Source: an optimization exercise on an open RTL-to-GDS flow (aim: small area, a short achievable clock period and few clock cycles per item). Production flows keep margins and buffers that such runs may drop. Function was checked by simulation only, so behaviour that the tests miss may differ from the original.

==> flow/design.v (outline; a module is shown in full before it is edited, if it fits) <==
// module hme_fsearch: 806 lines
module hme_fsearch (
    input  wire         clk,
    input  wire         rst,
    input  wire         start,
    input  wire [4:0]   grid_rows_m1,    
    input  wire [4:0]   grid_cols_m1,    
    output reg          busy,
    output reg          done,
    output wire         ref_req,
    output wire [8:0]   ref_y,
    output wire [8:0]   ref_x,
    input  wire [127:0] ref_row,
    output wire         tgt_req,
    output wire [8:0]   tgt_y,
    output wire [8:0]   tgt_x,
    input  wire [127:0] tgt_row,
    output reg          res_valid,
    output wire [4:0]   res_mb_row,
    output wire [4:0]   res_mb_col,
    output wire [4:0]   res_dy,
    output wire [4:0]   res_dx,
    output wire [15:0]  res_cost
);
  // ...
==> flow/run.sh <==
#!/bin/bash
# synth_recipe.tcl (not shown) runs the flow's synth.tcl, then flattens the netlist and writes it again
# the make line also repeats each setting of config.mk as NAME=value (left out here)
make -C /OpenROAD-flow-scripts/flow DESIGN_CONFIG=/design/flow/config.mk WORK_HOME=/design/flow/orfs CLKGATE_MAP_FILE= SYNTH_SCRIPT=/design/flow/synth_recipe.tcl finish
==> flow/config.mk <==
export PLATFORM = sky130hd
export DESIGN_NAME = hme_fsearch
export DESIGN_NICKNAME = hme_fsearch
export VERILOG_FILES = /design/flow/design.v
export SDC_FILE = /design/flow/constraint.sdc
export NUM_CORES = 4
export LEC_CHECK = 0
export CAP_MARGIN = 20
export CORE_MARGIN = 2
export CORE_UTILIZATION = 25
export PLACE_DENSITY = 0.5
export SLEW_MARGIN = 20
==> flow/constraint.sdc <==
create_clock -name core_clock -period 22.0 [get_ports {clk}]
set_input_delay 4.4000 -clock core_clock [delete_from_list [all_inputs] [get_ports {clk}]]
set_output_delay 4.4000 -clock core_clock [all_outputs]
set_load 0.01 [all_outputs]
==> Flow_metrics.wiki, run 1 <==
{| class="wikitable"
! Metric !! Value
|-
| Status || no timing/DRC/antenna violations
|-
| Xor and xnor area share after synthesis || 0.140
|-
| Number of instances in the synthesized netlist || 1927
|-
| Placer Congestion || 0.876
|-
| Average routed wire per standard cell || 16.5 um
|-
| Total number of vias || 13.9k
|-
| Inserted tap cell count || 950
|-
| H-Tree Depth || 1
|-
| Synth-to-layout area growth || 28.6%
|-
| Share of cell area taken by multi-input logic gates || 0.520
|-
| Post-synthesis instance area || 18000 um2
|-
| Post-route core utilization || 0.324
|-
| CP Class || input pin to flip-flop
|-
| Initial Util || 0.252
|-
| Largest cell class by area || multi-input combinational cells
|-
| Data arrival time of the critical path || 8.67 ns
|-
| Worst-case register-to-register setup slack || 14.46 ns
|-
| Layout buffering overhead excluding clock cells || 0.150
|-
| Multiplexer area fraction after synthesis || 0.0210
|-
| CP delay by family, top || adder cells
|-
| Ranking of synthesized cells by area || sky130_fd_sc_hd__dfxtp_1 (22%), sky130_fd_sc_hd__ha_1 (14%), sky130_fd_sc_hd__fa_1 (14%), sky130_fd_sc_hd__xnor2_1 (9.7%), sky130_fd_sc_hd__inv_1 (6.5%)
|-
| Instance count along the most critical hold path || 0
|-
| CP startpoint || ref_row[32]
|-
| Synthesized-area fraction occupied by ao, oa, aoi and oai cells || 0.116
|-
| Largest area contributor in the netlist || sky130_fd_sc_hd__dfxtp_1
|-
| Post-synthesis adder-cell area fraction || 0.279
|}
Testbench counts, summed over its fixed seeds: cycles 237,719, mbs 298.
==> run 2, diff against run 1 <==
--- a/flow/design.v
+++ b/flow/design.v
@@ -23,39 +23,55 @@
 );
     reg [4:0] gr_m1, gc_m1;
     reg [4:0] mb_r, mb_c;
     reg       run;                     
     wire top   = (mb_r == 5'd0);
     wire bot   = (mb_r == gr_m1);
     wire left  = (mb_c == 5'd0);
     wire right = (mb_c == gc_m1);
-    reg        [3:0] g_rad;
-    reg signed [4:0] g_a, g_b;
+    reg              g_ph;             
+    reg              g_wait;           
+    reg              g_new;            
     reg              g_done;
-    wire signed [4:0] rp  = {1'b0, g_rad};
-    wire signed [4:0] rn  = -rp;
-    wire signed [4:0] rp1 = rp + 5'sd1;
-    wire signed [4:0] rn1 = -rp1;
-    wire signed [4:0] a_hi  = top   ? 5'sd0 : rp;
-    wire signed [4:0] b_lo  = right ? 5'sd0 : rn;
-    wire signed [4:0] b_hi  = left  ? 5'sd0 : rp;
-    wire g_full = (g_a == rp) || (g_a == rn);
-    wire g_ok   = !g_done && (g_full || (g_b == rn ? !right : !left));
-    wire signed [4:0] a_nx    = g_a + 5'sd1;
-    wire              full_nx = (a_nx == rp);
-    wire signed [4:0] b_row   = full_nx ? b_lo : (right ? rp : rn);
-    wire signed [4:0] a_ring  = bot ? 5'sd0 : rn1;
-    wire signed [4:0] b_ring  = bot ? (right ? rp1 : rn1) : (right ? 5'sd0 : rn1);
+    reg        [3:0] g_rad;
+    reg signed [4:0] g_a, g_b;         
+    reg signed [4:0] g_cy, g_cx;       
+    wire signed [5:0] g_d  = g_ph ? {2'b00, g_rad} : {g_rad, 2'b00};
+    wire signed [4:0] g_st = g_ph ? 5'sd1 : 5'sd4;
+    wire signed [5:0] a_min = bot   ? 6'sd0 : -6'sd8;
+    wire signed [5:0] a_max = top   ? 6'sd0 :  6'sd8;
+    wire signed [5:0] b_min = right ? 6'sd0 : -6'sd8;
+    wire signed [5:0] b_max = left  ? 6'sd0 :  6'sd8;
+    wire signed [5:0] e_t = g_cy - g_d;
+    wire signed [5:0] e_b = g_cy + g_d;
+    wire signed [5:0] e_l = g_cx - g_d;
+    wire signed [5:0] e_r = g_cx + g_d;
+    wire l_in = (e_l >= b_min);
+    wire r_in = (e_r <= b_max);
+    wire signed [5:0] a_lo = (e_t >= a_min) ? e_t : a_min;
+    wire signed [5:0] a_hi = (e_b <= a_max) ? e_b : a_max;
+    wire signed [5:0] b_lo = l_in ? e_l : b_min;
+    wire signed [5:0] b_hi = r_in ? e_r : b_max;
+    wire ring_all = (e_t <= a_min) && (e_b >= a_max) && (e_l <= b_min) && (e_r >= b_max);
+    wire ring_end = g_ph ? ring_all : (g_rad == 4'd1);
+    wire g_full = (g_a == e_t) || (g_a == e_b);
+    wire in_win = (g_a >= a_min) && (g_a <= a_max) && (g_b >= b_min) && (g_b <= b_max);
+    wire coarse = (g_a == -5'sd4 || g_a == 5'sd0 || g_a == 5'sd4) &&
+                  (g_b == -5'sd4 || g_b == 5'sd0 || g_b == 5'sd4);
+    wire g_ok   = !g_done && !g_wait && !g_new && in_win && !(g_ph && coarse);
+    wire signed [5:0] a_nx   = g_new ? a_lo : g_a + g_st;
+    wire              full_nx = (a_nx == e_t) || (a_nx == e_b);
+    wire signed [5:0] b_nx   = full_nx ? b_lo : (l_in ? e_l : e_r);
     reg               r_v, x_v, d_v;
     reg signed [4:0]  r_dy, x_dy, d_dy;
     reg signed [4:0]  r_dx, x_dx, d_dx;
     reg        [3:0]  r_row, x_row, d_row;
     reg        [15:0] r_acc, x_acc, d_acc;
-    reg        [57-1:0] d_cs;
+    reg        [108-1:0] d_cs;
     wire [8:0] ty = {mb_r, 4'd0};
     wire [8:0] tx = {mb_c, 4'd0};
     assign ref_req = r_v;
     assign tgt_req = r_v;
     assign ref_y   = ty + {5'd0, r_row} - {{4{r_dy[4]}}, r_dy};
     assign ref_x   = tx - {{4{r_dx[4]}}, r_dx};
     assign tgt_y   = {mb_r, r_row};
     assign tgt_x   = tx;
@@ -475,241 +491,276 @@
     wire ps38 = ad0[7] ^ ad1[7] ^ ad2[7];
     wire pc38 = (ad0[7] & ad1[7]) | (ad0[7] & ad2[7]) | (ad1[7] & ad2[7]);
     wire ps39 = ad3[7] ^ ad4[7] ^ ad5[7];
     wire pc39 = (ad3[7] & ad4[7]) | (ad3[7] & ad5[7]) | (ad4[7] & ad5[7]);
     wire ps40 = ad6[7] ^ ad7[7] ^ ad8[7];
     wire pc40 = (ad6[7] & ad7[7]) | (ad6[7] & ad8[7]) | (ad7[7] & ad8[7]);
     wire ps41 = ad9[7] ^ ad10[7];
     wire pc41 = ad9[7] & ad10[7];
-    wire ps42 = sg[14] ^ ad15[0] ^ sg[15];
-    wire pc42 = (sg[14] & ad15[0]) | (sg[14] & sg[15]) | (ad15[0] & sg[15]);
-    wire ps43 = ps0 ^ ps1 ^ ps2;
-    wire pc43 = (ps0 & ps1) | (ps0 & ps2) | (ps1 & ps2);
-    wire ps44 = pc2 ^ pc3 ^ pc4;
-    wire pc44 = (pc2 & pc3) | (pc2 & pc4) | (pc3 & pc4);
-    wire ps45 = pc5 ^ pc6 ^ ps12;
-    wire pc45 = (pc5 & pc6) | (pc5 & ps12) | (pc6 & ps12);
-    wire ps46 = ps13 ^ ps14 ^ ps15;
-    wire pc46 = (ps13 & ps14) | (ps13 & ps15) | (ps14 & ps15);
-    wire ps47 = ad15[2] ^ pc7 ^ pc8;
-    wire pc47 = (ad15[2] & pc7) | (ad15[2] & pc8) | (pc7 & pc8);
-    wire ps48 = ps17 ^ ps18 ^ ps19;
-    wire pc48 = (ps17 & ps18) | (ps17 & ps19) | (ps18 & ps19);
-    wire ps49 = ps20 ^ ps21 ^ pc12;
-    wire pc49 = (ps20 & ps21) | (ps20 & pc12) | (ps21 & pc12);
-    wire ps50 = pc13 ^ pc14;
-    wire pc50 = pc13 & pc14;
-    wire ps51 = ad12[3] ^ ad13[3] ^ ad14[3];
-    wire pc51 = (ad12[3] & ad13[3]) | (ad12[3] & ad14[3]) | (ad13[3] & ad14[3]);
-    wire ps52 = ad15[3] ^ ps22 ^ ps23;
-    wire pc52 = (ad15[3] & ps22) | (ad15[3] & ps23) | (ps22 & ps23);
-    wire ps53 = ps24 ^ ps25 ^ pc17;
-    wire pc53 = (ps24 & ps25) | (ps24 & pc17) | (ps25 & pc17);
-    wire ps54 = pc18 ^ pc19 ^ pc20;
-    wire pc54 = (pc18 & pc19) | (pc18 & pc20) | (pc19 & pc20);
-    wire ps55 = ad11[4] ^ ad12[4] ^ ad13[4];
-    wire pc55 = (ad11[4] & ad12[4]) | (ad11[4] & ad13[4]) | (ad12[4] & ad13[4]);
-    wire ps56 = ad14[4] ^ ad15[4] ^ ps26;
-    wire pc56 = (ad14[4] & ad15[4]) | (ad14[4] & ps26) | (ad15[4] & ps26);
-    wire ps57 = ps27 ^ ps28 ^ ps29;
-    wire pc57 = (ps27 & ps28) | (ps27 & ps29) | (ps28 & ps29);
-    wire ps58 = pc22 ^ pc23 ^ pc24;
-    wire pc58 = (pc22 & pc23) | (pc22 & pc24) | (pc23 & pc24);
-    wire ps59 = ad11[5] ^ ad12[5] ^ ad13[5];
-    wire pc59 = (ad11[5] & ad12[5]) | (ad11[5] & ad13[5]) | (ad12[5] & ad13[5]);
-    wire ps60 = ad14[5] ^ ad15[5] ^ ps30;
-    wire pc60 = (ad14[5] & ad15[5]) | (ad14[5] & ps30) | (ad15[5] & ps30);
-    wire ps61 = ps31 ^ ps32 ^ ps33;
-    wire pc61 = (ps31 & ps32) | (ps31 & ps33) | (ps32 & ps33);
-    wire ps62 = pc26 ^ pc27 ^ pc28;
-    wire pc62 = (pc26 & pc27) | (pc26 & pc28) | (pc27 & pc28);
-    wire ps63 = ad11[6] ^ ad12[6] ^ ad13[6];
-    wire pc63 = (ad11[6] & ad12[6]) | (ad11[6] & ad13[6]) | (ad12[6] & ad13[6]);
-    wire ps64 = ad14[6] ^ ad15[6] ^ ps34;
-    wire pc64 = (ad14[6] & ad15[6]) | (ad14[6] & ps34) | (ad15[6] & ps34);
-    wire ps65 = ps35 ^ ps36 ^ ps37;
-    wire pc65 = (ps35 & ps36) | (ps35 & ps37) | (ps36 & ps37);
-    wire ps66 = pc30 ^ pc31 ^ pc32;
-    wire pc66 = (pc30 & pc31) | (pc30 & pc32) | (pc31 & pc32);
-    wire ps67 = ad11[7] ^ ad12[7] ^ ad13[7];
-    wire pc67 = (ad11[7] & ad12[7]) | (ad11[7] & ad13[7]) | (ad12[7] & ad13[7]);
-    wire ps68 = ad14[7] ^ ad15[7] ^ ps38;
-    wire pc68 = (ad14[7] & ad15[7]) | (ad14[7] & ps38) | (ad15[7] & ps38);
-    wire ps69 = ps39 ^ ps40 ^ ps41;
-    wire pc69 = (ps39 & ps40) | (ps39 & ps41) | (ps40 & ps41);
-    wire ps70 = pc34 ^ pc35 ^ pc36;
-    wire pc70 = (pc34 & pc35) | (pc34 & pc36) | (pc35 & pc36);
-    wire ps71 = ps3 ^ ps4 ^ ps5;
-    wire pc71 = (ps3 & ps4) | (ps3 & ps5) | (ps4 & ps5);
-    wire ps72 = ps6 ^ ps9;
-    wire pc72 = ps6 & ps9;
-    wire ps73 = ps16 ^ pc9 ^ pc10;
-    wire pc73 = (ps16 & pc9) | (ps16 & pc10) | (pc9 & pc10);
-    wire ps74 = pc11 ^ ps44 ^ ps45;
-    wire pc74 = (pc11 & ps44) | (pc11 & ps45) | (ps44 & ps45);
-    wire ps75 = ps46 ^ pc42;
-    wire pc75 = ps46 & pc42;
-    wire ps76 = pc15 ^ pc16 ^ ps47;
-    wire pc76 = (pc15 & pc16) | (pc15 & ps47) | (pc16 & ps47);
-    wire ps77 = ps48 ^ ps49 ^ ps50;
-    wire pc77 = (ps48 & ps49) | (ps48 & ps50) | (ps49 & ps50);
-    wire ps78 = pc44 ^ pc45 ^ pc46;
-    wire pc78 = (pc44 & pc45) | (pc44 & pc46) | (pc45 & pc46);
-    wire ps79 = pc21 ^ ps51 ^ ps52;
-    wire pc79 = (pc21 & ps51) | (pc21 & ps52) | (ps51 & ps52);
-    wire ps80 = ps53 ^ ps54 ^ pc47;
-    wire pc80 = (ps53 & ps54) | (ps53 & pc47) | (ps54 & pc47);
-    wire ps81 = pc48 ^ pc49 ^ pc50;
-    wire pc81 = (pc48 & pc49) | (pc48 & pc50) | (pc49 & pc50);
-    wire ps82 = pc25 ^ ps55 ^ ps56;
-    wire pc82 = (pc25 & ps55) | (pc25 & ps56) | (ps55 & ps56);
-    wire ps83 = ps57 ^ ps58 ^ pc51;
-    wire pc83 = (ps57 & ps58) | (ps57 & pc51) | (ps58 & pc51);
-    wire ps84 = pc52 ^ pc53 ^ pc54;
-    wire pc84 = (pc52 & pc53) | (pc52 & pc54) | (pc53 & pc54);
-    wire ps85 = pc29 ^ ps59 ^ ps60;
-    wire pc85 = (pc29 & ps59) | (pc29 & ps60) | (ps59 & ps60);
-    wire ps86 = ps61 ^ ps62 ^ pc55;
-    wire pc86 = (ps61 & ps62) | (ps61 & pc55) | (ps62 & pc55);
-    wire ps87 = pc56 ^ pc57 ^ pc58;
-    wire pc87 = (pc56 & pc57) | (pc56 & pc58) | (pc57 & pc58);
-    wire ps88 = pc33 ^ ps63 ^ ps64;
-    wire pc88 = (pc33 & ps63) | (pc33 & ps64) | (ps63 & ps64);
-    wire ps89 = ps65 ^ ps66 ^ pc59;
-    wire pc89 = (ps65 & ps66) | (ps65 & pc59) | (ps66 & pc59);
-    wire ps90 = pc60 ^ pc61 ^ pc62;
-    wire pc90 = (pc60 & pc61) | (pc60 & pc62) | (pc61 & pc62);
-    wire ps91 = pc37 ^ ps67 ^ ps68;
-    wire pc91 = (pc37 & ps67) | (pc37 & ps68) | (ps67 & ps68);
-    wire ps92 = ps69 ^ ps70 ^ pc63;
-    wire pc92 = (ps69 & ps70) | (ps69 & pc63) | (ps70 & pc63);
-    wire ps93 = pc64 ^ pc65 ^ pc66;
-    wire pc93 = (pc64 & pc65) | (pc64 & pc66) | (pc65 & pc66);
-    wire ps94 = pc38 ^ pc39 ^ pc40;
-    wire pc94 = (pc38 & pc39) | (pc38 & pc40) | (pc39 & pc40);
-    wire ps95 = pc41 ^ pc67 ^ pc68;
-    wire pc95 = (pc41 & pc67) | (pc41 & pc68) | (pc67 & pc68);
-    wire ps96 = pc69 ^ pc70;
-    wire pc96 = pc69 & pc70;
-    wire [56:0] cs_in = {pc96, pc95, pc94, pc93, pc92, pc91, ps96, ps95, ps94, pc90, pc89, pc88, ps93, ps92, ps91, pc87, pc86, pc85, ps90, ps89, ps88, pc84, pc83, pc82, ps87, ps86, ps85, pc81, pc80, pc79, ps84, ps83, ps82, pc78, pc77, pc76, ps81, ps80, ps79, pc75, pc74, pc73, ps78, ps77, ps76, pc72, pc71, ps75, ps74, ps73, pc43, ps72, ps71, ps43, ps42, ps11, ps10};
+    wire [107:0] cs_in = {pc41, pc40, pc39, pc38, pc37, pc36, pc35, pc34, ps41, ps40, ps39, ps38, ad15[7], ad14[7], ad13[7], ad12[7], ad11[7], pc33, pc32, pc31, pc30, ps37, ps36, ps35, ps34, ad15[6], ad14[6], ad13[6], ad12[6], ad11[6], pc29, pc28, pc27, pc26, ps33, ps32, ps31, ps30, ad15[5], ad14[5], ad13[5], ad12[5], ad11[5], pc25, pc24, pc23, pc22, ps29, ps28, ps27, ps26, ad15[4], ad14[4], ad13[4], ad12[4], ad11[4], pc21, pc20, pc19, pc18, pc17, ps25, ps24, ps23, ps22, ad15[3], ad14[3], ad13[3], ad12[3], pc16, pc15, pc14, pc13, pc12, ps21, ps20, ps19, ps18, ps17, pc8, pc7, ad15[2], pc11, pc10, pc9, ps16, ps15, ps14, ps13, ps12, pc6, pc5, pc4, pc3, pc2, ps11, ps10, ps9, ps6, ps5, ps4, ps3, ps2, ps1, ps0, sg[15], ad15[0], sg[14]};
     reg        [15:0] best_cost;
     reg signed [4:0]  best_dy, best_dx;
     assign res_mb_row = mb_r;
     assign res_mb_col = mb_c;
     assign res_dy     = best_dy;
     assign res_dx     = best_dx;
     assign res_cost   = best_cost;
+    wire ahead = (d_dy > best_dy) || ((d_dy == best_dy) && (d_dx > best_dx));
     wire qs0 = d_cs[0] ^ d_cs[1];
     wire qc0 = d_cs[0] & d_cs[1];
-    wire qs1 = d_cs[6] ^ d_cs[7] ^ d_cs[8];
-    wire qc1 = (d_cs[6] & d_cs[7]) | (d_cs[6] & d_cs[8]) | (d_cs[7] & d_cs[8]);
-    wire qs2 = d_cs[12] ^ d_cs[13] ^ d_cs[14];
-    wire qc2 = (d_cs[12] & d_cs[13]) | (d_cs[12] & d_cs[14]) | (d_cs[13] & d_cs[14]);
-    wire qs3 = d_cs[18] ^ d_cs[19] ^ d_cs[20];
-    wire qc3 = (d_cs[18] & d_cs[19]) | (d_cs[18] & d_cs[20]) | (d_cs[19] & d_cs[20]);
-    wire qs4 = d_cs[24] ^ d_cs[25] ^ d_cs[26];
-    wire qc4 = (d_cs[24] & d_cs[25]) | (d_cs[24] & d_cs[26]) | (d_cs[25] & d_cs[26]);
-    wire qs5 = d_cs[30] ^ d_cs[31] ^ d_cs[32];
-    wire qc5 = (d_cs[30] & d_cs[31]) | (d_cs[30] & d_cs[32]) | (d_cs[31] & d_cs[32]);
-    wire qs6 = d_cs[36] ^ d_cs[37] ^ d_cs[38];
-    wire qc6 = (d_cs[36] & d_cs[37]) | (d_cs[36] & d_cs[38]) | (d_cs[37] & d_cs[38]);
-    wire qs7 = d_cs[42] ^ d_cs[43] ^ d_cs[44];
-    wire qc7 = (d_cs[42] & d_cs[43]) | (d_cs[42] & d_cs[44]) | (d_cs[43] & d_cs[44]);
-    wire qs8 = d_cs[48] ^ d_cs[49] ^ d_cs[50];
-    wire qc8 = (d_cs[48] & d_cs[49]) | (d_cs[48] & d_cs[50]) | (d_cs[49] & d_cs[50]);
-    wire qs9 = d_cs[2] ^ d_cs[3] ^ d_cs[4];
-    wire qc9 = (d_cs[2] & d_cs[3]) | (d_cs[2] & d_cs[4]) | (d_cs[3] & d_cs[4]);
-    wire qs10 = d_cs[9] ^ d_cs[10] ^ d_cs[11];
-    wire qc10 = (d_cs[9] & d_cs[10]) | (d_cs[9] & d_cs[11]) | (d_cs[10] & d_cs[11]);
-    wire qs11 = d_acc[1] ^ qs1;
-    wire qc11 = d_acc[1] & qs1;
-    wire qs12 = d_cs[15] ^ d_cs[16] ^ d_cs[17];
-    wire qc12 = (d_cs[15] & d_cs[16]) | (d_cs[15] & d_cs[17]) | (d_cs[16] & d_cs[17]);
-    wire qs13 = d_acc[2] ^ qs2 ^ qc1;
-    wire qc13 = (d_acc[2] & qs2) | (d_acc[2] & qc1) | (qs2 & qc1);
-    wire qs14 = d_cs[21] ^ d_cs[22] ^ d_cs[23];
-    wire qc14 = (d_cs[21] & d_cs[22]) | (d_cs[21] & d_cs[23]) | (d_cs[22] & d_cs[23]);
-    wire qs15 = d_acc[3] ^ qs3 ^ qc2;
-    wire qc15 = (d_acc[3] & qs3) | (d_acc[3] & qc2) | (qs3 & qc2);
-    wire qs16 = d_cs[27] ^ d_cs[28] ^ d_cs[29];
-    wire qc16 = (d_cs[27] & d_cs[28]) | (d_cs[27] & d_cs[29]) | (d_cs[28] & d_cs[29]);
-    wire qs17 = d_acc[4] ^ qs4 ^ qc3;
-    wire qc17 = (d_acc[4] & qs4) | (d_acc[4] & qc3) | (qs4 & qc3);
-    wire qs18 = d_cs[33] ^ d_cs[34] ^ d_cs[35];
-    wire qc18 = (d_cs[33] & d_cs[34]) | (d_cs[33] & d_cs[35]) | (d_cs[34] & d_cs[35]);
-    wire qs19 = d_acc[5] ^ qs5 ^ qc4;
-    wire qc19 = (d_acc[5] & qs5) | (d_acc[5] & qc4) | (qs5 & qc4);
-    wire qs20 = d_cs[39] ^ d_cs[40] ^ d_cs[41];
-    wire qc20 = (d_cs[39] & d_cs[40]) | (d_cs[39] & d_cs[41]) | (d_cs[40] & d_cs[41]);
-    wire qs21 = d_acc[6] ^ qs6 ^ qc5;
-    wire qc21 = (d_acc[6] & qs6) | (d_acc[6] & qc5) | (qs6 & qc5);
-    wire qs22 = d_cs[45] ^ d_cs[46] ^ d_cs[47];
-    wire qc22 = (d_cs[45] & d_cs[46]) | (d_cs[45] & d_cs[47]) | (d_cs[46] & d_cs[47]);
-    wire qs23 = d_acc[7] ^ qs7 ^ qc6;
-    wire qc23 = (d_acc[7] & qs7) | (d_acc[7] & qc6) | (qs7 & qc6);
-    wire qs24 = d_cs[51] ^ d_cs[52] ^ d_cs[53];
-    wire qc24 = (d_cs[51] & d_cs[52]) | (d_cs[51] & d_cs[53]) | (d_cs[52] & d_cs[53]);
-    wire qs25 = d_acc[8] ^ qs8 ^ qc7;
-    wire qc25 = (d_acc[8] & qs8) | (d_acc[8] & qc7) | (qs8 & qc7);
-    wire qs26 = d_cs[54] ^ d_cs[55] ^ d_cs[56];
-    wire qc26 = (d_cs[54] & d_cs[55]) | (d_cs[54] & d_cs[56]) | (d_cs[55] & d_cs[56]);
-    wire qs27 = d_acc[9] ^ qc8;
-    wire qc27 = d_acc[9] & qc8;
-    wire qs28 = d_cs[5] ^ d_acc[0];
-    wire qc28 = d_cs[5] & d_acc[0];
-    wire qs29 = qc0 ^ qs10 ^ qs11;
-    wire qc29 = (qc0 & qs10) | (qc0 & qs11) | (qs10 & qs11);
-    wire qs30 = qs12 ^ qs13 ^ qc10;
-    wire qc30 = (qs12 & qs13) | (qs12 & qc10) | (qs13 & qc10);
-    wire qs31 = qs14 ^ qs15 ^ qc12;
-    wire qc31 = (qs14 & qs15) | (qs14 & qc12) | (qs15 & qc12);
-    wire qs32 = qs16 ^ qs17 ^ qc14;
-    wire qc32 = (qs16 & qs17) | (qs16 & qc14) | (qs17 & qc14);
-    wire qs33 = qs18 ^ qs19 ^ qc16;
-    wire qc33 = (qs18 & qs19) | (qs18 & qc16) | (qs19 & qc16);
-    wire qs34 = qs20 ^ qs21 ^ qc18;
-    wire qc34 = (qs20 & qs21) | (qs20 & qc18) | (qs21 & qc18);
-    wire qs35 = qs22 ^ qs23 ^ qc20;
-    wire qc35 = (qs22 & qs23) | (qs22 & qc20) | (qs23 & qc20);
-    wire qs36 = qs24 ^ qs25 ^ qc22;
-    wire qc36 = (qs24 & qs25) | (qs24 & qc22) | (qs25 & qc22);
-    wire qs37 = qs26 ^ qs27 ^ qc24;
-    wire qc37 = (qs26 & qs27) | (qs26 & qc24) | (qs27 & qc24);
-    wire qs38 = d_acc[10] ^ qc26;
-    wire qc38 = d_acc[10] & qc26;
-    wire qs39 = qs0 ^ qs9;
-    wire qc39 = qs0 & qs9;
-    wire qs40 = qc9 ^ qs29 ^ qc28;
-    wire qc40 = (qc9 & qs29) | (qc9 & qc28) | (qs29 & qc28);
-    wire qs41 = qc11 ^ qs30 ^ qc29;
-    wire qc41 = (qc11 & qs30) | (qc11 & qc29) | (qs30 & qc29);
-    wire qs42 = qc13 ^ qs31 ^ qc30;
-    wire qc42 = (qc13 & qs31) | (qc13 & qc30) | (qs31 & qc30);
-    wire qs43 = qc15 ^ qs32 ^ qc31;
-    wire qc43 = (qc15 & qs32) | (qc15 & qc31) | (qs32 & qc31);
-    wire qs44 = qc17 ^ qs33 ^ qc32;
-    wire qc44 = (qc17 & qs33) | (qc17 & qc32) | (qs33 & qc32);
-    wire qs45 = qc19 ^ qs34 ^ qc33;
-    wire qc45 = (qc19 & qs34) | (qc19 & qc33) | (qs34 & qc33);
-    wire qs46 = qc21 ^ qs35 ^ qc34;
-    wire qc46 = (qc21 & qs35) | (qc21 & qc34) | (qs35 & qc34);
-    wire qs47 = qc23 ^ qs36 ^ qc35;
-    wire qc47 = (qc23 & qs36) | (qc23 & qc35) | (qs36 & qc35);
-    wire qs48 = qc25 ^ qs37 ^ qc36;
-    wire qc48 = (qc25 & qs37) | (qc25 & qc36) | (qs37 & qc36);
-    wire qs49 = qc27 ^ qs38 ^ qc37;
-    wire qc49 = (qc27 & qs38) | (qc27 & qc37) | (qs38 & qc37);
-    wire qs50 = d_acc[11] ^ qc38;
-    wire qc50 = d_acc[11] & qc38;
-    wire [15:0] acc_a = {d_acc[15], d_acc[14], d_acc[13], d_acc[12], qs50, qs49, qs48, qs47, qs46, qs45, qs44, qs43, qs42, qs41, qs40, qs28};
-    wire [15:0] acc_b = {1'b0, 1'b0, 1'b0, qc50, qc49, qc48, qc47, qc46, qc45, qc44, qc43, qc42, qc41, qc40, qc39, qs39};
+    wire qs1 = d_cs[13] ^ d_cs[14] ^ d_cs[15];
+    wire qc1 = (d_cs[13] & d_cs[14]) | (d_cs[13] & d_cs[15]) | (d_cs[14] & d_cs[15]);
+    wire qs2 = d_cs[26] ^ d_cs[27] ^ d_cs[28];
+    wire qc2 = (d_cs[26] & d_cs[27]) | (d_cs[26] & d_cs[28]) | (d_cs[27] & d_cs[28]);
+    wire qs3 = d_cs[39] ^ d_cs[40] ^ d_cs[41];
+    wire qc3 = (d_cs[39] & d_cs[40]) | (d_cs[39] & d_cs[41]) | (d_cs[40] & d_cs[41]);
+    wire qs4 = d_cs[52] ^ d_cs[53] ^ d_cs[54];
+    wire qc4 = (d_cs[52] & d_cs[53]) | (d_cs[52] & d_cs[54]) | (d_cs[53] & d_cs[54]);
+    wire qs5 = d_cs[65] ^ d_cs[66] ^ d_cs[67];
+    wire qc5 = (d_cs[65] & d_cs[66]) | (d_cs[65] & d_cs[67]) | (d_cs[66] & d_cs[67]);
+    wire qs6 = d_cs[78] ^ d_cs[79] ^ d_cs[80];
+    wire qc6 = (d_cs[78] & d_cs[79]) | (d_cs[78] & d_cs[80]) | (d_cs[79] & d_cs[80]);
+    wire qs7 = d_cs[91] ^ d_cs[92] ^ d_cs[93];
+    wire qc7 = (d_cs[91] & d_cs[92]) | (d_cs[91] & d_cs[93]) | (d_cs[92] & d_cs[93]);
+    wire qs8 = d_cs[2] ^ d_cs[3] ^ d_cs[4];
+    wire qc8 = (d_cs[2] & d_cs[3]) | (d_cs[2] & d_cs[4]) | (d_cs[3] & d_cs[4]);
+    wire qs9 = d_cs[5] ^ d_cs[6] ^ d_cs[7];
+    wire qc9 = (d_cs[5] & d_cs[6]) | (d_cs[5] & d_cs[7]) | (d_cs[6] & d_cs[7]);
+    wire qs10 = d_cs[16] ^ d_cs[17] ^ d_cs[18];
+    wire qc10 = (d_cs[16] & d_cs[17]) | (d_cs[16] & d_cs[18]) | (d_cs[17] & d_cs[18]);
+    wire qs11 = d_cs[19] ^ d_cs[20] ^ d_cs[21];
+    wire qc11 = (d_cs[19] & d_cs[20]) | (d_cs[19] & d_cs[21]) | (d_cs[20] & d_cs[21]);
+    wire qs12 = d_cs[22] ^ d_cs[23] ^ d_cs[24];
+    wire qc12 = (d_cs[22] & d_cs[23]) | (d_cs[22] & d_cs[24]) | (d_cs[23] & d_cs[24]);
+    wire qs13 = d_cs[29] ^ d_cs[30] ^ d_cs[31];
+    wire qc13 = (d_cs[29] & d_cs[30]) | (d_cs[29] & d_cs[31]) | (d_cs[30] & d_cs[31]);
+    wire qs14 = d_cs[32] ^ d_cs[33] ^ d_cs[34];
+    wire qc14 = (d_cs[32] & d_cs[33]) | (d_cs[32] & d_cs[34]) | (d_cs[33] & d_cs[34]);
+    wire qs15 = d_cs[35] ^ d_cs[36] ^ d_cs[37];
+    wire qc15 = (d_cs[35] & d_cs[36]) | (d_cs[35] & d_cs[37]) | (d_cs[36] & d_cs[37]);
+    wire qs16 = d_cs[38] ^ d_acc[2];
+    wire qc16 = d_cs[38] & d_acc[2];
+    wire qs17 = d_cs[42] ^ d_cs[43] ^ d_cs[44];
+    wire qc17 = (d_cs[42] & d_cs[43]) | (d_cs[42] & d_cs[44]) | (d_cs[43] & d_cs[44]);
+    wire qs18 = d_cs[45] ^ d_cs[46] ^ d_cs[47];
+    wire qc18 = (d_cs[45] & d_cs[46]) | (d_cs[45] & d_cs[47]) | (d_cs[46] & d_cs[47]);
+    wire qs19 = d_cs[48] ^ d_cs[49] ^ d_cs[50];
+    wire qc19 = (d_cs[48] & d_cs[49]) | (d_cs[48] & d_cs[50]) | (d_cs[49] & d_cs[50]);
+    wire qs20 = d_cs[51] ^ d_acc[3] ^ qs3;
+    wire qc20 = (d_cs[51] & d_acc[3]) | (d_cs[51] & qs3) | (d_acc[3] & qs3);
+    wire qs21 = d_cs[55] ^ d_cs[56] ^ d_cs[57];
+    wire qc21 = (d_cs[55] & d_cs[56]) | (d_cs[55] & d_cs[57]) | (d_cs[56] & d_cs[57]);
+    wire qs22 = d_cs[58] ^ d_cs[59] ^ d_cs[60];
+    wire qc22 = (d_cs[58] & d_cs[59]) | (d_cs[58] & d_cs[60]) | (d_cs[59] & d_cs[60]);
+    wire qs23 = d_cs[61] ^ d_cs[62] ^ d_cs[63];
+    wire qc23 = (d_cs[61] & d_cs[62]) | (d_cs[61] & d_cs[63]) | (d_cs[62] & d_cs[63]);
+    wire qs24 = d_cs[64] ^ d_acc[4] ^ qs4;
+    wire qc24 = (d_cs[64] & d_acc[4]) | (d_cs[64] & qs4) | (d_acc[4] & qs4);
+    wire qs25 = d_cs[68] ^ d_cs[69] ^ d_cs[70];
+    wire qc25 = (d_cs[68] & d_cs[69]) | (d_cs[68] & d_cs[70]) | (d_cs[69] & d_cs[70]);
+    wire qs26 = d_cs[71] ^ d_cs[72] ^ d_cs[73];
+    wire qc26 = (d_cs[71] & d_cs[72]) | (d_cs[71] & d_cs[73]) | (d_cs[72] & d_cs[73]);
+    wire qs27 = d_cs[74] ^ d_cs[75] ^ d_cs[76];
+    wire qc27 = (d_cs[74] & d_cs[75]) | (d_cs[74] & d_cs[76]) | (d_cs[75] & d_cs[76]);
+    wire qs28 = d_cs[77] ^ d_acc[5] ^ qs5;
+    wire qc28 = (d_cs[77] & d_acc[5]) | (d_cs[77] & qs5) | (d_acc[5] & qs5);
+    wire qs29 = d_cs[81] ^ d_cs[82] ^ d_cs[83];
+    wire qc29 = (d_cs[81] & d_cs[82]) | (d_cs[81] & d_cs[83]) | (d_cs[82] & d_cs[83]);
+    wire qs30 = d_cs[84] ^ d_cs[85] ^ d_cs[86];
+    wire qc30 = (d_cs[84] & d_cs[85]) | (d_cs[84] & d_cs[86]) | (d_cs[85] & d_cs[86]);
+    wire qs31 = d_cs[87] ^ d_cs[88] ^ d_cs[89];
+    wire qc31 = (d_cs[87] & d_cs[88]) | (d_cs[87] & d_cs[89]) | (d_cs[88] & d_cs[89]);
+    wire qs32 = d_cs[90] ^ d_acc[6] ^ qs6;
+    wire qc32 = (d_cs[90] & d_acc[6]) | (d_cs[90] & qs6) | (d_acc[6] & qs6);
+    wire qs33 = d_cs[94] ^ d_cs[95] ^ d_cs[96];
+    wire qc33 = (d_cs[94] & d_cs[95]) | (d_cs[94] & d_cs[96]) | (d_cs[95] & d_cs[96]);
+    wire qs34 = d_cs[97] ^ d_cs[98] ^ d_cs[99];
+    wire qc34 = (d_cs[97] & d_cs[98]) | (d_cs[97] & d_cs[99]) | (d_cs[98] & d_cs[99]);
+    wire qs35 = d_cs[100] ^ d_cs[101] ^ d_cs[102];
+    wire qc35 = (d_cs[100] & d_cs[101]) | (d_cs[100] & d_cs[102]) | (d_cs[101] & d_cs[102]);
+    wire qs36 = d_cs[103] ^ d_acc[7] ^ qs7;
+    wire qc36 = (d_cs[103] & d_acc[7]) | (d_cs[103] & qs7) | (d_acc[7] & qs7);
+    wire qs37 = d_cs[104] ^ d_cs[105];
+    wire qc37 = d_cs[104] & d_cs[105];
+    wire qs38 = d_cs[8] ^ d_cs[9] ^ d_cs[10];
+    wire qc38 = (d_cs[8] & d_cs[9]) | (d_cs[8] & d_cs[10]) | (d_cs[9] & d_cs[10]);
+    wire qs39 = d_cs[11] ^ d_cs[12];
+    wire qc39 = d_cs[11] & d_cs[12];
+    wire qs40 = d_cs[25] ^ d_acc[1] ^ qs1;
+    wire qc40 = (d_cs[25] & d_acc[1]) | (d_cs[25] & qs1) | (d_acc[1] & qs1);
+    wire qs41 = qc0 ^ qs10 ^ qs11;
+    wire qc41 = (qc0 & qs10) | (qc0 & qs11) | (qs10 & qs11);
+    wire qs42 = qs12 ^ qc8;
+    wire qc42 = qs12 & qc8;
+    wire qs43 = qs2 ^ qc1 ^ qs13;
+    wire qc43 = (qs2 & qc1) | (qs2 & qs13) | (qc1 & qs13);
+    wire qs44 = qs14 ^ qs15 ^ qs16;
+    wire qc44 = (qs14 & qs15) | (qs14 & qs16) | (qs15 & qs16);
+    wire qs45 = qc10 ^ qc11 ^ qc12;
+    wire qc45 = (qc10 & qc11) | (qc10 & qc12) | (qc11 & qc12);
+    wire qs46 = qc2 ^ qs17 ^ qs18;
+    wire qc46 = (qc2 & qs17) | (qc2 & qs18) | (qs17 & qs18);
+    wire qs47 = qs19 ^ qs20 ^ qc13;
+    wire qc47 = (qs19 & qs20) | (qs19 & qc13) | (qs20 & qc13);
+    wire qs48 = qc14 ^ qc15 ^ qc16;
+    wire qc48 = (qc14 & qc15) | (qc14 & qc16) | (qc15 & qc16);
+    wire qs49 = qc3 ^ qs21 ^ qs22;
+    wire qc49 = (qc3 & qs21) | (qc3 & qs22) | (qs21 & qs22);
+    wire qs50 = qs23 ^ qs24 ^ qc17;
+    wire qc50 = (qs23 & qs24) | (qs23 & qc17) | (qs24 & qc17);
+    wire qs51 = qc18 ^ qc19 ^ qc20;
+    wire qc51 = (qc18 & qc19) | (qc18 & qc20) | (qc19 & qc20);
+    wire qs52 = qc4 ^ qs25 ^ qs26;
+    wire qc52 = (qc4 & qs25) | (qc4 & qs26) | (qs25 & qs26);
+    wire qs53 = qs27 ^ qs28 ^ qc21;
+    wire qc53 = (qs27 & qs28) | (qs27 & qc21) | (qs28 & qc21);
+    wire qs54 = qc22 ^ qc23 ^ qc24;
+    wire qc54 = (qc22 & qc23) | (qc22 & qc24) | (qc23 & qc24);
+    wire qs55 = qc5 ^ qs29 ^ qs30;
+    wire qc55 = (qc5 & qs29) | (qc5 & qs30) | (qs29 & qs30);
+    wire qs56 = qs31 ^ qs32 ^ qc25;
+    wire qc56 = (qs31 & qs32) | (qs31 & qc25) | (qs32 & qc25);
+    wire qs57 = qc26 ^ qc27 ^ qc28;
+    wire qc57 = (qc26 & qc27) | (qc26 & qc28) | (qc27 & qc28);
+    wire qs58 = qc6 ^ qs33 ^ qs34;
+    wire qc58 = (qc6 & qs33) | (qc6 & qs34) | (qs33 & qs34);
+    wire qs59 = qs35 ^ qs36 ^ qc29;
+    wire qc59 = (qs35 & qs36) | (qs35 & qc29) | (qs36 & qc29);
+    wire qs60 = qc30 ^ qc31 ^ qc32;
+    wire qc60 = (qc30 & qc31) | (qc30 & qc32) | (qc31 & qc32);
+    wire qs61 = d_cs[106] ^ d_cs[107] ^ d_acc[8];
+    wire qc61 = (d_cs[106] & d_cs[107]) | (d_cs[106] & d_acc[8]) | (d_cs[107] & d_acc[8]);
+    wire qs62 = qc7 ^ qs37 ^ qc33;
+    wire qc62 = (qc7 & qs37) | (qc7 & qc33) | (qs37 & qc33);
+    wire qs63 = qc34 ^ qc35 ^ qc36;
+    wire qc63 = (qc34 & qc35) | (qc34 & qc36) | (qc35 & qc36);
+    wire qs64 = d_acc[0] ^ qs0 ^ qs8;
+    wire qc64 = (d_acc[0] & qs0) | (d_acc[0] & qs8) | (qs0 & qs8);
+    wire qs65 = qc9 ^ qs40 ^ qs41;
+    wire qc65 = (qc9 & qs40) | (qc9 & qs41) | (qs40 & qs41);
+    wire qs66 = qs42 ^ qc38;
+    wire qc66 = qs42 & qc38;
+    wire qs67 = qs43 ^ qs44 ^ qs45;
+    wire qc67 = (qs43 & qs44) | (qs43 & qs45) | (qs44 & qs45);
+    wire qs68 = qc40 ^ qc41 ^ qc42;
+    wire qc68 = (qc40 & qc41) | (qc40 & qc42) | (qc41 & qc42);
+    wire qs69 = qs46 ^ qs47 ^ qs48;
+    wire qc69 = (qs46 & qs47) | (qs46 & qs48) | (qs47 & qs48);
+    wire qs70 = qc43 ^ qc44 ^ qc45;
+    wire qc70 = (qc43 & qc44) | (qc43 & qc45) | (qc44 & qc45);
+    wire qs71 = qs49 ^ qs50 ^ qs51;
+    wire qc71 = (qs49 & qs50) | (qs49 & qs51) | (qs50 & qs51);
+    wire qs72 = qc46 ^ qc47 ^ qc48;
+    wire qc72 = (qc46 & qc47) | (qc46 & qc48) | (qc47 & qc48);
+    wire qs73 = qs52 ^ qs53 ^ qs54;
+    wire qc73 = (qs52 & qs53) | (qs52 & qs54) | (qs53 & qs54);
+    wire qs74 = qc49 ^ qc50 ^ qc51;
+    wire qc74 = (qc49 & qc50) | (qc49 & qc51) | (qc50 & qc51);
+    wire qs75 = qs55 ^ qs56 ^ qs57;
+    wire qc75 = (qs55 & qs56) | (qs55 & qs57) | (qs56 & qs57);
+    wire qs76 = qc52 ^ qc53 ^ qc54;
+    wire qc76 = (qc52 & qc53) | (qc52 & qc54) | (qc53 & qc54);
+    wire qs77 = qs58 ^ qs59 ^ qs60;
+    wire qc77 = (qs58 & qs59) | (qs58 & qs60) | (qs59 & qs60);
+    wire qs78 = qc55 ^ qc56 ^ qc57;
+    wire qc78 = (qc55 & qc56) | (qc55 & qc57) | (qc56 & qc57);
+    wire qs79 = qs61 ^ qs62 ^ qs63;
+    wire qc79 = (qs61 & qs62) | (qs61 & qs63) | (qs62 & qs63);
+    wire qs80 = qc58 ^ qc59 ^ qc60;
+    wire qc80 = (qc58 & qc59) | (qc58 & qc60) | (qc59 & qc60);
+    wire qs81 = d_acc[9] ^ qc37 ^ qc61;
+    wire qc81 = (d_acc[9] & qc37) | (d_acc[9] & qc61) | (qc37 & qc61);
+    wire qs82 = qc62 ^ qc63;
+    wire qc82 = qc62 & qc63;
+    wire qs83 = qs9 ^ qs38;
+    wire qc83 = qs9 & qs38;
+    wire qs84 = qc39 ^ qs65 ^ qs66;
+    wire qc84 = (qc39 & qs65) | (qc39 & qs66) | (qs65 & qs66);
+    wire qs85 = qs67 ^ qs68 ^ qc65;
+    wire qc85 = (qs67 & qs68) | (qs67 & qc65) | (qs68 & qc65);
+    wire qs86 = qs69 ^ qs70 ^ qc67;
+    wire qc86 = (qs69 & qs70) | (qs69 & qc67) | (qs70 & qc67);
+    wire qs87 = qs71 ^ qs72 ^ qc69;
+    wire qc87 = (qs71 & qs72) | (qs71 & qc69) | (qs72 & qc69);
+    wire qs88 = qs73 ^ qs74 ^ qc71;
+    wire qc88 = (qs73 & qs74) | (qs73 & qc71) | (qs74 & qc71);
+    wire qs89 = qs75 ^ qs76 ^ qc73;
+    wire qc89 = (qs75 & qs76) | (qs75 & qc73) | (qs76 & qc73);
+    wire qs90 = qs77 ^ qs78 ^ qc75;
+    wire qc90 = (qs77 & qs78) | (qs77 & qc75) | (qs78 & qc75);
+    wire qs91 = qs79 ^ qs80 ^ qc77;
+    wire qc91 = (qs79 & qs80) | (qs79 & qc77) | (qs80 & qc77);
+    wire qs92 = qs81 ^ qs82 ^ qc79;
+    wire qc92 = (qs81 & qs82) | (qs81 & qc79) | (qs82 & qc79);
+    wire qs93 = d_acc[10] ^ qc81;
+    wire qc93 = d_acc[10] & qc81;
+    wire qs94 = qs39 ^ qs64;
+    wire qc94 = qs39 & qs64;
+    wire qs95 = qc64 ^ qs84 ^ qc83;
+    wire qc95 = (qc64 & qs84) | (qc64 & qc83) | (qs84 & qc83);
+    wire qs96 = qc66 ^ qs85 ^ qc84;
+    wire qc96 = (qc66 & qs85) | (qc66 & qc84) | (qs85 & qc84);
+    wire qs97 = qc68 ^ qs86 ^ qc85;
+    wire qc97 = (qc68 & qs86) | (qc68 & qc85) | (qs86 & qc85);
+    wire qs98 = qc70 ^ qs87 ^ qc86;
+    wire qc98 = (qc70 & qs87) | (qc70 & qc86) | (qs87 & qc86);
+    wire qs99 = qc72 ^ qs88 ^ qc87;
+    wire qc99 = (qc72 & qs88) | (qc72 & qc87) | (qs88 & qc87);
+    wire qs100 = qc74 ^ qs89 ^ qc88;
+    wire qc100 = (qc74 & qs89) | (qc74 & qc88) | (qs89 & qc88);
+    wire qs101 = qc76 ^ qs90 ^ qc89;
+    wire qc101 = (qc76 & qs90) | (qc76 & qc89) | (qs90 & qc89);
+    wire qs102 = qc78 ^ qs91 ^ qc90;
+    wire qc102 = (qc78 & qs91) | (qc78 & qc90) | (qs91 & qc90);
+    wire qs103 = qc80 ^ qs92 ^ qc91;
+    wire qc103 = (qc80 & qs92) | (qc80 & qc91) | (qs92 & qc91);
+    wire qs104 = qc82 ^ qs93 ^ qc92;
+    wire qc104 = (qc82 & qs93) | (qc82 & qc92) | (qs93 & qc92);
+    wire qs105 = d_acc[11] ^ qc93;
+    wire qc105 = d_acc[11] & qc93;
+    wire [15:0] acc_a = {d_acc[15], d_acc[14], d_acc[13], d_acc[12], qs105, qs104, qs103, qs102, qs101, qs100, qs99, qs98, qs97, qs96, qs95, qs83};
+    wire [15:0] acc_b = {1'b0, 1'b0, 1'b0, qc105, qc104, qc103, qc102, qc101, qc100, qc99, qc98, qc97, qc96, qc95, qc94, qs94};
     wire [15:0] acc_new = acc_a + acc_b;
-    wire ahead = (d_dy > best_dy) || ((d_dy == best_dy) && (d_dx > best_dx));
-    wire lose   = (acc_new > best_cost) || ((acc_new == best_cost) && !ahead);
+    wire ls0 = acc_a[0] ^ acc_b[0] ^ ~best_cost[0];
+    wire lc0 = (acc_a[0] & acc_b[0]) | (acc_a[0] & ~best_cost[0]) | (acc_b[0] & ~best_cost[0]);
+    wire ls1 = acc_a[1] ^ acc_b[1] ^ ~best_cost[1];
+    wire lc1 = (acc_a[1] & acc_b[1]) | (acc_a[1] & ~best_cost[1]) | (acc_b[1] & ~best_cost[1]);
+    wire ls2 = acc_a[2] ^ acc_b[2] ^ ~best_cost[2];
+    wire lc2 = (acc_a[2] & acc_b[2]) | (acc_a[2] & ~best_cost[2]) | (acc_b[2] & ~best_cost[2]);
+    wire ls3 = acc_a[3] ^ acc_b[3] ^ ~best_cost[3];
+    wire lc3 = (acc_a[3] & acc_b[3]) | (acc_a[3] & ~best_cost[3]) | (acc_b[3] & ~best_cost[3]);
+    wire ls4 = acc_a[4] ^ acc_b[4] ^ ~best_cost[4];
+    wire lc4 = (acc_a[4] & acc_b[4]) | (acc_a[4] & ~best_cost[4]) | (acc_b[4] & ~best_cost[4]);
+    wire ls5 = acc_a[5] ^ acc_b[5] ^ ~best_cost[5];
+    wire lc5 = (acc_a[5] & acc_b[5]) | (acc_a[5] & ~best_cost[5]) | (acc_b[5] & ~best_cost[5]);
+    wire ls6 = acc_a[6] ^ acc_b[6] ^ ~best_cost[6];
+    wire lc6 = (acc_a[6] & acc_b[6]) | (acc_a[6] & ~best_cost[6]) | (acc_b[6] & ~best_cost[6]);
+    wire ls7 = acc_a[7] ^ acc_b[7] ^ ~best_cost[7];
+    wire lc7 = (acc_a[7] & acc_b[7]) | (acc_a[7] & ~best_cost[7]) | (acc_b[7] & ~best_cost[7]);
+    wire ls8 = acc_a[8] ^ acc_b[8] ^ ~best_cost[8];
+    wire lc8 = (acc_a[8] & acc_b[8]) | (acc_a[8] & ~best_cost[8]) | (acc_b[8] & ~best_cost[8]);
+    wire ls9 = acc_a[9] ^ acc_b[9] ^ ~best_cost[9];
+    wire lc9 = (acc_a[9] & acc_b[9]) | (acc_a[9] & ~best_cost[9]) | (acc_b[9] & ~best_cost[9]);
+    wire ls10 = acc_a[10] ^ acc_b[10] ^ ~best_cost[10];
+    wire lc10 = (acc_a[10] & acc_b[10]) | (acc_a[10] & ~best_cost[10]) | (acc_b[10] & ~best_cost[10]);
+    wire ls11 = acc_a[11] ^ acc_b[11] ^ ~best_cost[11];
+    wire lc11 = (acc_a[11] & acc_b[11]) | (acc_a[11] & ~best_cost[11]) | (acc_b[11] & ~best_cost[11]);
+    wire ls12 = acc_a[12] ^ acc_b[12] ^ ~best_cost[12];
+    wire lc12 = (acc_a[12] & acc_b[12]) | (acc_a[12] & ~best_cost[12]) | (acc_b[12] & ~best_cost[12]);
+    wire ls13 = acc_a[13] ^ acc_b[13] ^ ~best_cost[13];
+    wire lc13 = (acc_a[13] & acc_b[13]) | (acc_a[13] & ~best_cost[13]) | (acc_b[13] & ~best_cost[13]);
+    wire ls14 = acc_a[14] ^ acc_b[14] ^ ~best_cost[14];
+    wire lc14 = (acc_a[14] & acc_b[14]) | (acc_a[14] & ~best_cost[14]) | (acc_b[14] & ~best_cost[14]);
+    wire ls15 = acc_a[15] ^ acc_b[15] ^ ~best_cost[15];
+    wire lc15 = (acc_a[15] & acc_b[15]) | (acc_a[15] & ~best_cost[15]) | (acc_b[15] & ~best_cost[15]);
+    wire [15:0] lose_s = {ls15, ls14, ls13, ls12, ls11, ls10, ls9, ls8, ls7, ls6, ls5, ls4, ls3, ls2, ls1, ls0};
+    wire [15:0] lose_c = {lc15, lc14, lc13, lc12, lc11, lc10, lc9, lc8, lc7, lc6, lc5, lc4, lc3, lc2, lc1, lc0};
+    wire [16:0] lose_t = {1'b0, lose_s} + {lose_c, 1'b0} + {16'd0, !ahead};
+    wire lose   = lose_t[16];
     wire fin    = (d_row == 4'd15);
     wire cont   = d_v && !lose && !fin;
     wire win    = d_v && !lose && fin;
     wire take   = !cont && g_ok;
     wire drained = run && g_done && !r_v && !x_v && !d_v;
     always @(posedge clk) begin
         x_v   <= r_v;
         x_dy  <= r_dy;
@@ -734,30 +785,44 @@
             r_row <= 4'd0;
             r_acc <= 16'd0;
         end
         if (win) begin
             best_cost <= acc_new;
             best_dy   <= d_dy;
             best_dx   <= d_dx;
         end
-        if ((take || !g_ok) && !g_done) begin
-            if (g_full && g_b != b_hi) begin
-                g_b <= g_b + 5'sd1;
-            end else if (!g_full && g_b == rn && !left) begin
-                g_b <= rp;
-            end else if (g_a != a_hi) begin
-                g_a <= a_nx;
-                g_b <= b_row;
-            end else if (g_rad == 4'd8) begin
-                g_done <= 1'b1;
-            end else begin
+        if (g_new) begin
+            g_new <= 1'b0;
+            g_a   <= a_nx[4:0];
+            g_b   <= b_nx[4:0];
+        end else if (g_wait) begin
+            if (!r_v && !x_v && !d_v) begin
+                g_wait <= 1'b0;
+                g_ph   <= 1'b1;
+                g_cy   <= best_dy;
+                g_cx   <= best_dx;
+                g_rad  <= 4'd1;
+                g_new  <= 1'b1;
+            end
+        end else if ((take || !g_ok) && !g_done) begin
+            if (g_full && g_b != b_hi[4:0]) begin
+                g_b <= g_b + g_st;
+            end else if (!g_full && g_b == e_l[4:0] && r_in) begin
+                g_b <= e_r[4:0];
+            end else if (g_a != a_hi[4:0]) begin
+                g_a <= a_nx[4:0];
+                g_b <= b_nx[4:0];
+            end else if (!ring_end) begin
                 g_rad <= g_rad + 4'd1;
-                g_a   <= a_ring;
-                g_b   <= b_ring;
+                g_new <= 1'b1;
+            end else if (!g_ph) begin
+                g_wait <= 1'b1;
+            end else begin
+                g_done <= 1'b1;
             end
         end
         done      <= 1'b0;
         res_valid <= 1'b0;
         if (drained) begin
             run       <= 1'b0;
             res_valid <= 1'b1;
             if (mb_c == gc_m1 && mb_r == gr_m1) begin
@@ -768,39 +833,51 @@
         if (res_valid && busy) begin
             if (mb_c == gc_m1) begin
                 mb_c <= 5'd0;
                 mb_r <= mb_r + 5'd1;
             end else begin
                 mb_c <= mb_c + 5'd1;
             end
             run       <= 1'b1;
+            g_ph      <= 1'b0;
+            g_wait    <= 1'b0;
+            g_new     <= 1'b0;
             g_rad     <= 4'd0;
             g_a       <= 5'sd0;
             g_b       <= 5'sd0;
+            g_cy      <= 5'sd0;
+            g_cx      <= 5'sd0;
             g_done    <= 1'b0;
             best_cost <= 16'hffff;
         end
         if (start && !busy) begin
             gr_m1     <= grid_rows_m1;
             gc_m1     <= grid_cols_m1;
             mb_r      <= 5'd0;
             mb_c      <= 5'd0;
             busy      <= 1'b1;
             run       <= 1'b1;
+            g_ph      <= 1'b0;
+            g_wait    <= 1'b0;
+            g_new     <= 1'b0;
             g_rad     <= 4'd0;
             g_a       <= 5'sd0;
             g_b       <= 5'sd0;
+            g_cy      <= 5'sd0;
+            g_cx      <= 5'sd0;
             g_done    <= 1'b0;
             best_cost <= 16'hffff;
         end
         if (rst) begin
             busy      <= 1'b0;
             done      <= 1'b0;
             res_valid <= 1'b0;
             run       <= 1'b0;
             g_done    <= 1'b1;
+            g_wait    <= 1'b0;
+            g_new     <= 1'b0;
             r_v       <= 1'b0;
             x_v       <= 1'b0;
             d_v       <= 1'b0;
         end
     end
 endmodule
==> flow/flow/run.sh (new file) <==
#!/bin/bash
# The standard layout, with the smallest buffer (buf_1) on the ports
# instead of the one buffer_ports picks by default.
set -euo pipefail
cd "$(dirname "$0")/.."
export BUFFER_PORTS_ARGS="-buffer_cell sky130_fd_sc_hd__buf_1"
bash standard.sh > standard.log 2>&1
==> flow/standard.sh (new file) <==
#!/bin/bash
# synth_recipe.tcl (not shown) runs the flow's synth.tcl, then flattens the netlist and writes it again
# the make line also repeats each setting of config.mk as NAME=value (left out here)
make -C /OpenROAD-flow-scripts/flow DESIGN_CONFIG=/design/flow/config.mk WORK_HOME=/design/flow/orfs CLKGATE_MAP_FILE= SYNTH_SCRIPT=/design/flow/synth_recipe.tcl "${@:-finish}"
==> flow/config.mk (replaced) <==
export PLATFORM = sky130hd
export DESIGN_NAME = hme_fsearch
export DESIGN_NICKNAME = hme_fsearch
export VERILOG_FILES = /design/flow/design.v
export SDC_FILE = /design/flow/constraint.sdc
export NUM_CORES = 4
export LEC_CHECK = 0
export CAP_MARGIN = 20
export CORE_MARGIN = 2
export CORE_UTILIZATION = 25
export CTS_BUF_LIST = sky130_fd_sc_hd__clkbuf_8
export CTS_CLUSTER_SIZE = 20
export PLACE_DENSITY = 0.5
export SLEW_MARGIN = 20
removed: flow/run.sh
==> Flow_metrics.wiki, run 2 <==
{| class="wikitable"
! Metric !! Value
|-
| Sum of buffers and inverters on the critical path || 6 (was 3)
|-
| Number of enable-type register cells in the synthesized netlist || 20 (unchanged)
|-
| Antenna-violating nets left || 0 (unchanged)
|-
| Cell with the most instances after synthesis || sky130_fd_sc_hd__inv_1 (unchanged)
|-
| Number of top-level pins || 346 (unchanged)
|-
| Diode insertion count for antenna repair || 0 (unchanged)
|-
| Cell seen most often among critical-path stages || sky130_fd_sc_hd__fa_1 (unchanged)
|-
| Port Buffer Count || 341 (unchanged)
|-
| Most used cells in the layout excluding fill and tap cells || sky130_fd_sc_hd__inv_1 (395), sky130_fd_sc_hd__buf_1 (341), sky130_fd_sc_hd__dfxtp_1 (259) (was sky130_fd_sc_hd__clkdlybuf4s50_1 (341), sky130_fd_sc_hd__inv_1 (313), sky130_fd_sc_hd__ha_1 (205))
|-
| Number of buffers added to fix hold violations after cts || 0 (unchanged)
|-
| Cell with the largest stage delay on the worst path || sky130_fd_sc_hd__fa_1 (was sky130_fd_sc_hd__o21ai_1)
|-
| Number of maximum-capacitance constraint violations || 0 (unchanged)
|-
| Data arrival time of the critical path || 7.62 ns (was 8.67 ns)
|-
| Synthesis-stage register bit count || 279 (was 215)
|-
| Placed wire-length estimate || 51300 um (was 46200 um)
|-
| TritonCTS clock tree || done (unchanged)
|-
| Total number of vias || 15.6k (was 13.9k)
|-
| CTS Buf Count || 55 (was 25)
|-
| Commonest non-fill, non-tap cell in the layout || sky130_fd_sc_hd__inv_1 (was sky130_fd_sc_hd__clkdlybuf4s50_1)
|-
| Number of failing hold endpoints at the final stage || 0 (unchanged)
|-
| Sort of element at the end of the critical path || flip-flop (unchanged)
|-
| Post-cts sizing count || 0 (unchanged)
|-
| FMAX || 137 MHz (was 121 MHz)
|-
| Fraction of the cycle the final worst path needs || 0.332 (was 0.376)
|-
| Clock period minus worst slack || 7.30 ns (was 8.27 ns)
|-
| Async S/R FF share, synth || 0 (unchanged)
|-
| Startpoint Class || flip-flop (was input pin)
|-
| Die Wd || 295 um (was 273 um)
|-
| Total Wirelength || 60400 um (was 52900 um)
|-
| Average routed wire per standard cell || 16.0 um (was 16.5 um)
|-
| Syn. warnings || 1 (unchanged)
|-
| Critical-path maximum fanout || 18 (was 9)
|-
| Remaining global-route overflow || 0 (unchanged)
|-
| Seq/Total Area, Yosys || 0.274 (was 0.250)
|-
| CP Class || flip-flop to flip-flop (was input pin to flip-flop)
|-
| Post-synthesis instance area || 21100 um2 (was 18000 um2)
|-
| CP delay by family, top || adder cells (unchanged)
|-
| Clock net sink count || 279 (was 215)
|-
| Pre-antenna DRT Iters || 7 (was 5)
|-
| Layout net count || 3250 (was 2842)
|-
| H-Tree Depth || 2 (was 1)
|-
| Share of cells above drive strength 1 || 0.0561 (was 0.0402)
|-
| CTS clock-pin slew for the worst setup and hold paths || 0.06 ns (about the same)
|-
| Critical Path Max Stage Delay || 0.57 ns (was 0.81 ns)
|-
| Path class of the lowest-slack min-delay path || flip-flop to flip-flop (unchanged)
|-
| Setup violations, final || 0 (unchanged)
|-
| Synth-to-layout area growth || 18.0% (was 28.6%)
|-
| Largest area contributor in the netlist || sky130_fd_sc_hd__dfxtp_1 (unchanged)
|-
| Total Negative Setup Slacks || 0 ns (unchanged)
|-
| Status || no timing/DRC/antenna violations (unchanged)
|-
| Required time of the critical path || 22.32 ns (was 22.40 ns)
|-
| Max transition margin || 0.282 (was 0.317)
|-
| Initial DRC count || 541 (was 628)
|-
| Final Hold Slack || 0.310 ns (was 0.321 ns)
|-
| Core Area || 83700 um2 (was 71500 um2)
|-
| Number of flip-flops under the largest register name || 108 (was 57)
|-
| Placer Congestion || 0.853 (was 0.876)
|-
| Proportion of netlist area held by the largest area contributor || 0.245 (was 0.216)
|-
| Y dimension of the die || 295 um (was 273 um)
|-
| Number of core rows || 106 (was 98)
|-
| Slew @ Worst Pin || 1.07 ns (was 1.02 ns)
|-
| Maximum buffer depth of the clock tree || 3 (unchanged)
|-
| Unrepaired setup endpoints after global routing || no (unchanged)
|-
| Number of instances in the synthesized netlist || 2230 (was 1927)
|-
| Synth Flop Type || sky130_fd_sc_hd__dfxtp_1 (unchanged)
|-
| Most common library cells after synthesis || sky130_fd_sc_hd__inv_1 (386), sky130_fd_sc_hd__dfxtp_1 (259), sky130_fd_sc_hd__ha_1 (245) (was sky130_fd_sc_hd__inv_1 (313), sky130_fd_sc_hd__ha_1 (205), sky130_fd_sc_hd__xnor2_1 (200))
|-
| Number of antenna violations at the first check in global routing || 0 (unchanged)
|-
| Worst skew pair latency || 0.64 ns (was 0.53 ns)
|-
| Setup bufs post-CTS || 0 (unchanged)
|-
| Largest net degree at the start of global routing || 33 (was 27)
|-
| Initial Util || 0.253 (was 0.252)
|-
| DRC || 0 (unchanged)
|-
| CP Cell Sequence || inv_1 -> fa_1 -> fa_1 -> fa_1 -> fa_1 -> inv_1 -> fa_1 -> inv_1 -> fa_1 -> inv_1 -> fa_1 -> ha_1 -> a21o_1 -> a2111oi_0 -> o211ai_1 -> nand3_1 -> o21ai_0 -> xnor2_1 -> nand2_1 -> or2_2 -> inv_1 -> buf_8 (was clkdlybuf4s50_1 -> inv_1 -> ha_1 -> o21bai_1 -> a21oi_1 -> o21bai_1 -> a31oi_1 -> o21ai_1 -> xnor2_1 -> fa_1 -> inv_1 -> fa_1 -> fa_1)
|-
| Number of global-route vias before repair || 16.1k (was 14.1k)
|-
| Ranking of synthesized cells by area || sky130_fd_sc_hd__dfxtp_1 (25%), sky130_fd_sc_hd__ha_1 (15%), sky130_fd_sc_hd__fa_1 (13%), sky130_fd_sc_hd__xnor2_1 (8.5%), sky130_fd_sc_hd__inv_1 (6.9%) (was sky130_fd_sc_hd__dfxtp_1 (22%), sky130_fd_sc_hd__ha_1 (14%), sky130_fd_sc_hd__fa_1 (14%), sky130_fd_sc_hd__xnor2_1 (9.7%), sky130_fd_sc_hd__inv_1 (6.5%))
|-
| Global-route wire length before repair || 91900 um (was 79400 um)
|-
| Global-route usage over all layers || 0.139 (was 0.137)
|-
| Mean cell area of the mapped netlist || 9.48 um2 (was 9.36 um2)
|-
| Die Outline Area || 86900 um2 (was 74300 um2)
|-
| Largest Register || d_cs (unchanged)
|-
| Worst-case register-to-register setup slack || 14.70 ns (was 14.46 ns)
|-
| Via-per-instance ratio || 4.14 (was 4.32)
|-
| Number of pins with negative max-slew slack in the final report || 0 (unchanged)
|-
| Clock tree root buffer cell || sky130_fd_sc_hd__clkbuf_8 (was sky130_fd_sc_hd__clkbuf_16)
|-
| Yosys cell types || 91 (was 82)
|-
| Post-Route Skew || 0.0323 ns (was 0.0127 ns)
|}
==> run 2: logic make-up after synthesis <==
| kind of cell | after synthesis | synth area share |
|---|---|---|
| AND/OR/NAND/NOR | 435 | 0.107 |
| XOR/XNOR | 309 | 0.129 |
| adder cells (fa/ha/maj) | 386 | 0.279 |
| multiplexers | 37 | 0.0185 |
| other | 1 | 0.000177 |
| flip-flops | 279 | 0.274 |
| AO/OA/AOI/OAI | 352 | 0.113 |
| buffers and inverters | 431 | 0.0798 |
==> run 2: final cells by class <==
| class | instances | area (um2) |
|---|---|---|
| Fill cell | 8929 | 58800 |
| Clock inverter | 29 | 280 |
| Timing Repair Buffer | 350 | 1360 |
| Multi-Input combinational cell | 1523 | 13700 |
| Sequential cell | 279 | 5790 |
| Inverter | 386 | 1450 |
| Clock buffer | 70 | 963 |
| Tap cell | 1134 | 1420 |
==> run 2: layer usage <==
metal,share of wire,GRT usage
met1,0.42,0.164
met2,0.52,0.258
met3,0.050,0.0265
met4,0.016,0.0341
met5,0,0
==> run 2: worst paths after layout <==
kind             start         end  cells past startpoint
max           d_cs[52]  best_dy[4]                     22
min          r_acc[11]   x_acc[11]                      0
max reg2reg   d_cs[52]  best_dy[4]                     22
min reg2reg  r_acc[11]   x_acc[11]                      0
==> run 2: metrics by stage <==
step,cell area [um2],worst slack (ns),utilization,instances
2_1_floorplan,21100,14.84,-,2233
3_3_place_gp,23700,14.47,0.283,3671
3_5_place_dp,23700,14.31,0.283,3671
4_1_cts,24900,14.46,0.298,3770
5_1_grt,24900,14.11,0.298,3771
6_report,24900,14.70,0.298,3771
Testbench counts of run 2, summed over its fixed seeds: cycles 202,040, mbs 298.

-- what the ideal ports hide --
The flow's constraints put no driver on any port. The routed layouts listed below were extracted and timed again, unchanged, in two steps.
Step 1 sets driving cells, clkbuf_16 on the clock port and buf_2 on the other inputs (assumed; they add their load-dependent delay and slew).
Step 2 adds t to the input delays and takes it off the output delays; t is the mean of the earliest and latest rising clock arrival at the registers after step 1. Input paths then give back, and output paths get back, about the clock's delay inside the block.
a / b / c = ideal / step 1 / step 2; a / b = the first two.
run	t (ns)	setup slack, ns	worst setup path at the end
run 1	0.571	13.729 / 13.755 / 13.184	input to register
run 2	0.684	14.701 / 14.701 / 14.353	input to register
After both steps setup and hold are still met in every run listed. For run 1, which loses most, drivers alone change the setup slack by +0.026 ns; drivers and shift together by -0.545 ns.
